Background: an optimization exercise with open tools, aiming at small area, a short achievable clock period and few clock cycles per item. Do not read the settings as production practice. Function was checked by simulation only, so behaviour that the tests miss may differ from the original. No activity file was given, so power comes from the tool's default toggle rates.

Setup of main:
## cdh26_hill
module cdh26_hill (
    input             clk,
    input             rst,
    input             cmd_valid,
    output reg        cmd_ready,
    input      [1:0]  cmd_op,
    input      [15:0] cmd_len,
    input      [31:0] k00,
    input      [31:0] k01,
    input      [31:0] k10,
    input      [31:0] k11,
    input             in_valid,
    output reg        in_ready,
    input      [7:0]  in_data,
    output reg        out_valid,
    output     [7:0]  out_data,
    output reg        done,
    output reg [1:0]  err,
    output     [15:0] olen,
    output reg [63:0] det,
    output reg [4:0]  detm,
    output reg [4:0]  dinv,
    output     [4:0]  ki00,
    output     [4:0]  ki01,
    output     [4:0]  ki10,
    output     [4:0]  ki11,
    output reg        kiv
);
Size: about 2200 cells after synthesis, roughly 260 flip-flops, ~280 I/O pins, about 19000 um2 of cells after synthesis.
export LEC_CHECK = 0
export CAP_MARGIN = 20
export CORE_MARGIN = 2
export CORE_UTILIZATION = 40
export SLEW_MARGIN = 20
create_clock -name core_clock -period 20.0 [get_ports {clk}]
standard.sh (not shown) runs the stock make flow with config.mk's settings and CLKGATE_MAP_FILE= SYNTH_SCRIPT=/design/flow/synth_recipe.tcl, a recipe that flattens the netlist after the stock synthesis.
==> flow/flow/run.sh <==
#!/bin/bash
# The standard synthesis and layout, with two changes to how the layout is
# made (the clock and constraints are the standard flow's own constraint.sdc/config.mk):
#  * ORFS's repair_timing is asked for a larger setup slack than the clock
#    needs, so that it sizes and buffers the paths that set the period the
#    design achieves;
#  * the port buffers that buffer_ports inserts are buf_1 cells (upsized by
#    repair where timing needs it) instead of the default delay-buffer cell.
set -euo pipefail
bash standard.sh synth > synth.log 2>&1
bash standard.sh SETUP_SLACK_MARGIN=14.8 "BUFFER_PORTS_ARGS=-buffer_cell sky130_fd_sc_hd__buf_1" finish > layout.log 2>&1
Testbench counts of main, summed over its fixed seeds: cycles 19,536, commands 480.
--- input diff main..the feature branch ---
--- a/flow/design.v
+++ b/flow/design.v
@@ -132,25 +132,24 @@
             end else begin
                 t = {1'b0, f} + {2'b0, d};
                 hstep = (t >= 6'd26) ? t[4:0] - 5'd26 : t[4:0];
             end
         end
     endfunction
     localparam S_IDLE = 2'd0, S_PRE = 2'd1, S_TXT = 2'd2, S_POST = 2'd3;
     reg [1:0]  st;
     reg [4:0]  p;           
     reg [1:0]  op;
     reg        f_s;         
     reg        f_r;         
-    reg        c_m11, c_m10, c_dinv;  
     reg        i_detm, i_k1, i_k2;    
     reg        w_detm, w_k1, w_k2;    
     reg        w_txt;
     reg        cpa;         
     reg [1:0]  cpk;
     reg        cy;
     wire [15:0] oh16 = 16'd1 << p[3:0];
     function [15:0] evn;
         input [31:0] x;
         integer k;
         begin
             for (k = 0; k < 16; k = k + 1) evn[k] = x[2*k];
@@ -230,33 +229,36 @@
     assign out_data = {3'b010, od};
     assign olen = {np_hi, np_lo, 1'b0};
     wire take = in_valid & in_ready;
     wire in_letter = (in_data[7:6] == 2'b01) && (in_data[4:0] != 5'd0) && (in_data[4:0] <= 5'd26);
     wire rem_lz = (rem_lo == 8'd0);
     wire rem_z  = rem_lz & (rem_hi == 8'd0);
     wire rem_1  = (rem_lo == 8'd1) & (rem_hi == 8'd0);
     wire txt   = (st == S_TXT);
     wire henc  = (op == OP_HENC);
     wire fill  = txt & ~ph2 & ~lq_v & have_v0 & rem_z & henc;
     wire pairA = txt & ~ph2 & ((lq_v & have_v0) | fill);
     wire cpa_busy = cpa & (cpk != 2'd3);
-    wire kbusy = ~henc & (p < 5'd17);        
+    wire kbusy = ~henc & (p < 5'd14);        
     wire fin   = txt & ~lq_v & ~ph2 & rem_z & ~(have_v0 & henc) & ~cpa_busy & ~kbusy;
     wire supp  = (op == OP_HDEC) & ~kiv;     
-    wire [4:0] xb0 = (c_m10 | ph2 | i_k2) ? m10 : (c_m11 ? m11 : (c_dinv ? dinv : m00));
+    wire [4:0] xb0 = (ph2 | i_k2) ? m10 : m00;
     wire [4:0] xb1 = (ph2 | i_k1) ? m11 : m01;
+    wire [4:0] yb0 = i_detm ? m11 : dinv;
+    wire [4:0] yb1 = i_detm ? m10 : dinv;
+    wire       ky  = i_detm | i_k1 | i_k2;
     wire [5:0] xl0 = lgb(xb0);
     wire [5:0] xl1 = lgb(xb1);
-    wire [5:0] yl0 = v0;
-    wire [5:0] yl1 = (ph2 | i_detm | i_k1 | i_k2) ? v1 : (fill ? FILL_L : lq);
+    wire [5:0] yl0 = ky ? lgb(yb0) : v0;
+    wire [5:0] yl1 = ky ? lgb(yb1) : (ph2 ? v1 : (fill ? FILL_L : lq));
     wire [4:0] sl0 = xl0[3:0] + yl0[3:0];
     wire [4:0] sl1 = xl1[3:0] + yl1[3:0] + (i_k2 ? 5'd6 : 5'd0);
     wire [3:0] pr0 = (xl0[4] | yl0[4]) ? 4'd0 : ex13(sl0);
     wire [3:0] pr1 = (xl1[4] | yl1[4]) ? 4'd0 : ex13(sl1);
     reg  [3:0] P0, P1;
     reg        PP0, PP1;
     wire [4:0] psum = P0 + P1;
     wire [4:0] w   = crt0({PP0 ^ PP1, psum});
     wire [4:0] w1  = crt1({PP0 ^ PP1, psum});
     wire [4:0] wl0 = crt0({PP0, 1'b0, P0});
     wire [4:0] wl1 = crt0({PP1, 1'b0, P1});
     always @(posedge clk) begin
@@ -320,62 +322,57 @@
             detm <= w;
             dinv <= inv26(w);
             kiv  <= w[0] && (w != 5'd13);
         end
     end
     always @(posedge clk) begin
         done      <= 1'b0;
         out_valid <= 1'b0;
         cmd_ready <= 1'b0;
         f_s    <= 1'b0;
         f_r    <= 1'b0;
         i_detm <= 1'b0; i_k1 <= 1'b0; i_k2 <= 1'b0;
-        c_m11 <= 1'b0; c_m10 <= 1'b0; c_dinv <= 1'b0;
         w_detm <= i_detm; w_k1 <= i_k1; w_k2 <= i_k2;
         w_txt  <= 1'b0;
         lq_v   <= take & in_letter;
         if (p != 5'd31) p <= p + 5'd1;
         if (w_txt) begin
             od        <= w1;
             out_valid <= !supp;
         end
         if (cpa) begin
             cpk <= cpk + 2'd1;
             if (cpk == 2'd3) cpa <= 1'b0;
         end
         if (~henc) begin
-            c_m11  <= (p == 5'd8);
-            c_m10  <= (p == 5'd9);
-            i_detm <= (p == 5'd10);
-            c_dinv <= (p == 5'd12);
-            i_k1   <= (p == 5'd13);
-            i_k2   <= (p == 5'd14);
+            i_detm <= (p == 5'd8);
+            i_k1   <= (p == 5'd10);
+            i_k2   <= (p == 5'd11);
         end
         if (rst) begin
             st        <= S_IDLE;
             p         <= 5'd0;
             in_ready  <= 1'b0;
             have_v0   <= 1'b0;
             ph2       <= 1'b0;
             lq_v      <= 1'b0;
             cpa       <= 1'b0;
             w_detm <= 1'b0; w_k1 <= 1'b0; w_k2 <= 1'b0;
             out_valid <= 1'b0;
         end else begin
             case (st)
                 S_IDLE: begin
                     p  <= 5'd0;
                     op <= cmd_op;
                     i_detm <= 1'b0; i_k1 <= 1'b0; i_k2 <= 1'b0;
-                    c_m11 <= 1'b0; c_m10 <= 1'b0; c_dinv <= 1'b0;
                     if (cmd_valid) begin
                         st  <= S_PRE;
                         p   <= 5'd1;
                         f_s <= 1'b1;
                         f_r <= 1'b1;
                     end
                 end
                 S_PRE: begin
                     if (cmd_ready) begin
                         rem_lo   <= cmd_len[7:0];
                         rem_hi   <= cmd_len[15:8];
                         np_lo    <= 8'd0;
@@ -438,16 +435,14 @@
                         have_v0  <= 1'b0;
                         if (op == OP_HDEC && (!kiv || have_v0)) begin
                             err   <= kiv ? 2'd2 : 2'd1;
                             np_lo <= 8'd0;
                             np_hi <= 7'd0;
                         end else begin
                             err   <= 2'd0;
                         end
                     end
                 end
             endcase
         end
-        if (c_m11 | c_dinv) v0 <= xl0;
-        if (c_m10 | c_dinv) v1 <= xl0;
     end
 endmodule
[summary]
- The feature branch: clock network fraction of total power lower than main
- Looking only at number of logic inverters in the finished layout, and setting everything else aside, the higher value of main and the feature branch goes to the feature branch.
- In the metrics for main and the feature branch, the one carrying the lower largest net degree at the start of global routing is main.
- The feature branch: core utilization is 0.37 points lower than what main reported.
- Ff count | the feature branch vs main | the feature branch lower
- The feature branch vs main on standard cell core area: the feature branch is the higher one.
- Summary of the comparison: ratio of cells with drive above 1 in the final layout is higher in the feature branch, relative to main.
- Total power, the feature branch vs main: down by a few percent
- Taking main as the reference point, the share of cell area taken by muxes after synthesis of the feature branch falls by 0.55 points.
- Reported for main and the feature branch, final number of setup-violating endpoints turned out identical to the last digit.
Testbench counts of the feature branch, summed over its fixed seeds: cycles 19,536, commands 480.


Another version of the RTL of cdh26_hill (not shown whole).
For scale: roughly 2300 cells after synthesis, ~260 flip-flops, about 280 I/O pins, roughly 20000 µm² of cells after synthesis.
## cdh26_hill
module cdh26_hill (
    input             clk,
    input             rst,
    input             cmd_valid,
    output reg        cmd_ready,
    input      [1:0]  cmd_op,
    input      [15:0] cmd_len,
    input      [31:0] k00,
    input      [31:0] k01,
    input      [31:0] k10,
    input      [31:0] k11,
    input             in_valid,
    output reg        in_ready,
    input      [7:0]  in_data,
    output reg        out_valid,
    output     [7:0]  out_data,
    output reg        done,
    output reg [1:0]  err,
    output     [15:0] olen,
    output reg [63:0] det,
    output reg [4:0]  detm,
    output reg [4:0]  dinv,
    output     [4:0]  ki00,
    output     [4:0]  ki01,
    output     [4:0]  ki10,
    output     [4:0]  ki11,
    output reg        kiv
);
    localparam OP_MDET = 2'd0, OP_MINV = 2'd1, OP_HENC = 2'd2, OP_HDEC = 2'd3;
    localparam [5:0] FILL_L = 6'd10;     
    function [5:0] lgb;
        input [4:0] a;
        begin
            lgb[0] = (a == 5'd2) | (a == 5'd5) | (a == 5'd6) | (a == 5'd7) | (a == 5'd8) | (a == 5'd11) | (a == 5'd15) | (a == 5'd18) | (a == 5'd19) | (a == 5'd20) | (a == 5'd21) | (a == 5'd24);
  ...
export LEC_CHECK = 0
export CAP_MARGIN = 20
export CORE_MARGIN = 2
export CORE_UTILIZATION = 40
export SLEW_MARGIN = 20
create_clock -name core_clock -period 20.0 [get_ports {clk}]
==> flow/flow/run.sh <==
#!/bin/bash
# The standard synthesis and layout, with two changes to how the layout is
# made (the clock and constraints are the standard flow's own constraint.sdc/config.mk):
#  * ORFS's repair_timing is asked for a larger setup slack than the clock
#    needs, so that it sizes and buffers the paths that set the period the
#    design achieves;
#  * the port buffers that buffer_ports inserts are buf_1 cells (upsized by
#    repair where timing needs it) instead of the default delay-buffer cell.
set -euo pipefail
bash standard.sh synth > synth.log 2>&1
bash standard.sh SETUP_SLACK_MARGIN=14.6 "BUFFER_PORTS_ARGS=-buffer_cell sky130_fd_sc_hd__buf_1" finish > layout.log 2>&1
Testbench counts at the start, summed over its fixed seeds: cycles 19,372, commands 480.
Change:
--- a/flow/design.v
+++ b/flow/design.v
@@ -372,15 +372,14 @@
                         p   <= 5'd1;
                         f_s <= 1'b1;
                         f_r <= 1'b1;
                     end
                 end
                 S_PRE: begin
                     if (cmd_ready) begin
-                        f_r      <= henc;
                         rem_lo   <= cmd_len[7:0];
                         rem_hi   <= cmd_len[15:8];
                         np_lo    <= 8'd0;
                         np_hi    <= 7'd0;
                         have_v0  <= 1'b0;
                         ph2      <= 1'b0;
                         cpa      <= ~henc;
@@ -391,15 +390,15 @@
                         end else begin
                             st       <= S_POST;
                         end
                     end else if (!cmd_valid) begin
                         st <= S_IDLE;
                         p  <= 5'd0;
                     end else begin
-                        if (p == (henc ? 5'd6 : 5'd15)) cmd_ready <= 1'b1;
+                        if (p == (henc ? 5'd7 : 5'd15)) cmd_ready <= 1'b1;
                         f_s <= (p <= 5'd15);
                         f_r <= (p <= 5'd7);
                     end
                 end
                 S_POST: begin
                     if (!cpa_busy && !(op == OP_MINV && kbusy)) begin
                         done <= 1'b1;
Outcome: The changed run finished clean; critical path depth came out lower by 1; count of clock-buffer cells in the layout came out lower by 8; global-route usage came out higher by 0.57 points; maximum frequency came out higher by 2.2%; register-to-register slack degrades by 140 ps; setup slack improves by 120 ps; routed wire length came out higher by 0.99%; non-clock buffer count came out lower by 2; clock skew came out higher by 3.9 ps; synthesized cell count came out lower by 2.1%; total power came out higher by 14%; cell count came out lower by 3.1%.
Testbench counts after the change, summed over its fixed seeds: cycles 19,536, commands 480.

re-timing with driven ports:
How much do the figures lean on ideal ports? The routed layouts below were timed once more, with nothing changed but the port constraints.
Step 1 (the two cells are an assumption about what drives the block):
set clk [get_ports {clk}]
set_driving_cell -lib_cell sky130_fd_sc_hd__clkbuf_16 $clk
set_driving_cell -lib_cell sky130_fd_sc_hd__buf_2 [delete_from_list [all_inputs] $clk]
Step 2 times the ports against the registers' clock, not the clock port: input delays grow and output delays shrink by t, the midpoint of the rising clock arrivals with the driver on.
Slacks: no drivers / after step 1 / after step 2; pairs: no drivers / after step 1.
| run | shift t [ns] | setup slack, ns | worst setup path at the end | latest minus earliest clock arrival (ns) | slew at the worst register clock pin (ns) |
|---|---|---|---|---|---|
| main | 0.589 | 14.587 / 14.608 / 14.018 | input to register | 0.024 / 0.025 | 0.06 / 0.06 |
| the feature branch | 0.647 | 14.676 / 14.630 / 13.983 | input to register | 0.019 / 0.020 | 0.07 / 0.07 |
| the first run of note 2 | 0.643 | 14.498 / 14.537 / 13.894 | input to register | 0.019 / 0.019 | 0.06 / 0.06 |
| the second run of note 2 | 0.633 | 14.617 / 14.567 / 14.020 | input to register | 0.025 / 0.025 | 0.06 / 0.06 |
After both steps setup and hold are still met in every run listed. For the feature branch, which loses most, drivers alone change the setup slack by -0.046 ns; drivers and shift together by -0.693 ns.
